Source: an optimization exercise on an open RTL-to-GDS flow (aim: small area). Production flows keep margins and buffers that such runs may drop.
Only simulation tests tie the RTL to the original design; equivalence was not proved.

Design dp_engine, start of the top module:
module dp_engine (
    input  wire        clk,
    input  wire        rst,         
    input  wire        wr_en,
    input  wire [7:0]  wr_addr,
    input  wire [31:0] wr_data,
    input  wire [7:0]  rd_addr,
    output reg  [31:0] rd_data,
    output wire        busy,
    input  wire [7:0]  line_in,
    output reg  [7:0]  line_oe,
    output reg  [7:0]  line_out,
    output reg  [7:0]  line_pu,
    output reg  [7:0]  line_pd
);
Size in the first run: roughly 4200 cells after synthesis, roughly 1300 flip-flops, ~120 I/O pins.
==> flow/config.mk <==
export PLATFORM = sky130hd
export DESIGN_NAME = dp_engine
export DESIGN_NICKNAME = dp_engine
export VERILOG_FILES = /design/flow/design.v
export SDC_FILE = /design/flow/constraint.sdc
export NUM_CORES = 4
export LEC_CHECK = 0
export CAP_MARGIN = 20
export CORE_MARGIN = 2
export CORE_UTILIZATION = 40
export CTS_CLUSTER_DIAMETER = 80
export CTS_CLUSTER_SIZE = 25
export SLEW_MARGIN = 20
==> flow/constraint.sdc <==
create_clock -name core_clock -period 10.0 [get_ports {clk}]
set_input_delay 2.0000 -clock core_clock [delete_from_list [all_inputs] [get_ports {clk}]]
set_output_delay 2.0000 -clock core_clock [all_outputs]
set_load 0.01 [all_outputs]
standard.sh (not shown) runs the stock make flow with config.mk's settings and CLKGATE_MAP_FILE= SYNTH_SCRIPT=/design/flow/synth_recipe.tcl, a recipe that flattens the netlist after the stock synthesis.
==> flow/flow/run.sh <==
#!/bin/bash
# The standard layout, with the port buffers made of the smallest buffer cell.
set -euo pipefail
export BUFFER_PORTS_ARGS="-buffer_cell sky130_fd_sc_hd__buf_1"
bash standard.sh > standard.log 2>&1
Then changed:
--- a/flow/design.v
+++ b/flow/design.v
@@ -67,23 +67,22 @@
     localparam [3:0] S_IDLE = 4'd0;
     localparam [3:0] S_DEC  = 4'd1;
     localparam [3:0] S_SEQ  = 4'd2;
     localparam [3:0] S_LOOP = 4'd3;
     localparam [3:0] P_TMS  = 4'd4;
     localparam [3:0] P_DRV  = 4'd5;
     localparam [3:0] P_RISE = 4'd6;
     localparam [3:0] P_HW   = 4'd7;
     localparam [3:0] P_FALL = 4'd8;
     localparam [3:0] P_LW   = 4'd9;
     localparam [3:0] P_GAP  = 4'd10;
-    localparam [3:0] S_CHK  = 4'd11;
     reg [31:0] cmd_r;
     reg [3:0]  err;
     reg        valid, echo, swd_ok, swd_par, sbit, jbound, sbound;
     reg [2:0]  swd_ack;
     reg [15:0] shadow;
     reg [31:0] pat, acc, swd_idcode;
     reg [5:0]  cnt;
     reg [7:0]  cand;
     reg [1:0]  pull;
     reg [4:0]  pm_tck, pm_tms, pm_tdi, pm_tdo;
     reg [4:0]  pm_trst, pm_swclk, pm_swdio;
@@ -119,36 +118,37 @@
                 opc_known = 1'b1; need_s = 1'b1;
             end
             default: ;
         endcase
     end
     wire illegal = !opc_known || (cmd_r[15:9] != 7'd0) ||
                    (!uses_b && cmd_r[8]) || (!uses_n && cmd_r[31:16] != 16'd0);
     wire unbound = (need_j && !jbound) || (need_s && !sbound) ||
                    (opc == OP_JTRST && !trst_en);
     wire range_bad = (opc == OP_JSEND && nop_ == 16'd0) ||
                      ((opc == OP_JIDS || opc == OP_JBYPASS) && nop_ > 16'd32);
-    wire jbind = !opc[0];        
-    wire roles_hi = jbind ? ((pm_tck[4:3] != 2'd0) || (pm_tms[4:3] != 2'd0) ||
-                             (pm_tdi[4:3] != 2'd0) || (pm_tdo[4:3] != 2'd0) ||
-                             (trst_en && pm_trst[4:3] != 2'd0))
-                          : ((pm_swclk[4:3] != 2'd0) || (pm_swdio[4:3] != 2'd0));
-    wire [2:0] chk_l = bidx[2:0];
-    wire h_a = (jbind ? pm_tck[2:0] : pm_swclk[2:0]) == chk_l;
-    wire h_b = (jbind ? pm_tms[2:0] : pm_swdio[2:0]) == chk_l;
-    wire h_c = jbind && (pm_tdi[2:0] == chk_l);
-    wire h_d = jbind && (pm_tdo[2:0] == chk_l);
-    wire h_e = jbind && trst_en && (pm_trst[2:0] == chk_l);
-    wire chk_bad = (h_a && (h_b || h_c || h_d || h_e)) || (h_b && (h_c || h_d || h_e)) ||
-                   (h_c && (h_d || h_e)) || (h_d && h_e) ||
-                   ((h_a || h_b || h_c || h_d || h_e) && !cand[chk_l]);
+    wire [2:0] r_tck = pm_tck[2:0], r_tms = pm_tms[2:0], r_tdi = pm_tdi[2:0], r_trst = pm_trst[2:0];
+    wire jroles_distinct = (r_tck != r_tms) && (r_tck != r_tdi) && (r_tck != r_tdo) &&
+                           (r_tms != r_tdi) && (r_tms != r_tdo) && (r_tdi != r_tdo) &&
+                           (!trst_en || ((r_trst != r_tck) && (r_trst != r_tms) &&
+                                         (r_trst != r_tdi) && (r_trst != r_tdo)));
+    wire jroles_cand = !pm_tck[4] && !pm_tck[3] && cand[pm_tck[2:0]] &&
+                       !pm_tms[4] && !pm_tms[3] && cand[pm_tms[2:0]] &&
+                       !pm_tdi[4] && !pm_tdi[3] && cand[pm_tdi[2:0]] &&
+                       !pm_tdo[4] && !pm_tdo[3] && cand[pm_tdo[2:0]] &&
+                       (!trst_en || (!pm_trst[4] && !pm_trst[3] && cand[pm_trst[2:0]]));
+    wire sroles_ok = (pm_swclk[2:0] != pm_swdio[2:0]) &&
+                     !pm_swclk[4] && !pm_swclk[3] && cand[pm_swclk[2:0]] &&
+                     !pm_swdio[4] && !pm_swdio[3] && cand[pm_swdio[2:0]];
+    wire bind_bad = (opc == OP_JBIND && !(jroles_distinct && jroles_cand)) ||
+                    (opc == OP_SBIND && !sroles_ok);
     reg  [2:0]  kind;
     reg         l_en;        
     reg  [2:0]  l_role;
     reg         l_cfg, l_oe, l_drv, l_val;
     reg  [15:0] seg_l;       
     reg  [2:0]  walk;        
     reg         walk_en, tms_last, tdi_pat;
     reg  [2:0]  cap;
     reg         sw_wr, sw_rd;
     reg         sw_bit;
     wire [6:0] b7 = bidx[6:0];
@@ -426,35 +426,25 @@
                     endcase
                 end
             end
             S_DEC: begin
                 ph <= (opc == OP_SIDCODE) ? 5'd8 : 5'd0;
                 if (illegal) begin
                     err <= E_ILLEGAL; state <= S_IDLE;
                 end else if (unbound) begin
                     err <= E_UNBOUND; state <= S_IDLE;
                 end else if (range_bad) begin
                     err <= E_RANGE; state <= S_IDLE;
-                end else if (opc == OP_JBIND || opc == OP_SBIND) begin
-                    bidx <= 16'd0;
-                    if (roles_hi) begin err <= E_BIND; state <= S_IDLE; end
-                    else          state <= S_CHK;
-                end else begin
-                    state <= S_SEQ;
-                end
-            end
-            S_CHK: begin
-                bidx <= bidx + 16'd1;
-                if (chk_bad) begin
+                end else if (bind_bad) begin
                     err <= E_BIND; state <= S_IDLE;
-                end else if (chk_l == 3'd7) begin
+                end else begin
                     state <= S_SEQ;
                 end
             end
             S_LOOP: begin
                 bidx <= bidx + 16'd1;
                 if (loop_echo) begin
                     acc <= {acc[0], acc[31:1]};
                     if (acc[0] != pat_bit) echo <= 1'b0;
                 end
                 if (bidx[2:0] == 3'd7 && (!loop_echo || bidx[4:3] == 2'd3)) begin
                     ph <= ph + 5'd1; bidx <= 16'd0; state <= S_SEQ;
The new run completed with no timing, DRC or antenna violations.
Cell area climbs by 0.32%.
Area after synthesis increases by about 1%.
Register-to-register slack gains 50 ps.
First-iteration DRC count climbs by 7.8%.
Clock-buffer cell count fell by 10.
Fmax came out lower by 2.7%.
Die area is higher by 1.1%.
Wire length drops by 1.3%.
Utilization drops by 0.10 points.
Worst setup slack degrades by 250 ps.

## what the ideal ports hide
No port has a modelled driver above. Below, the same layouts with a new extraction and two added sets of constraints.
Step 1 sets driving cells, clkbuf_16 on the clock port and buf_2 on the other inputs (assumed; they add their load-dependent delay and slew).
Step 2 times the ports against the registers' clock, not the clock port: input delays grow and output delays shrink by t, the midpoint of the rising clock arrivals with the driver on.
Slacks: no drivers / after step 1 / after step 2; pairs: no drivers / after step 1.
run	shift t [ns]	setup slack, ns	worst setup path at the end	worst slew at a driven data input, ns	cell pins on the clock port's net
the first run	0.730	1.253 / 1.170 / 1.170	input to output	0.08	1
the second run	0.770	1.007 / 0.980 / 0.980	input to output	0.12	1
After both steps setup and hold are still met in every run listed. For the first run, which loses most, drivers alone change the setup slack by -0.083 ns; drivers and shift together by -0.083 ns.
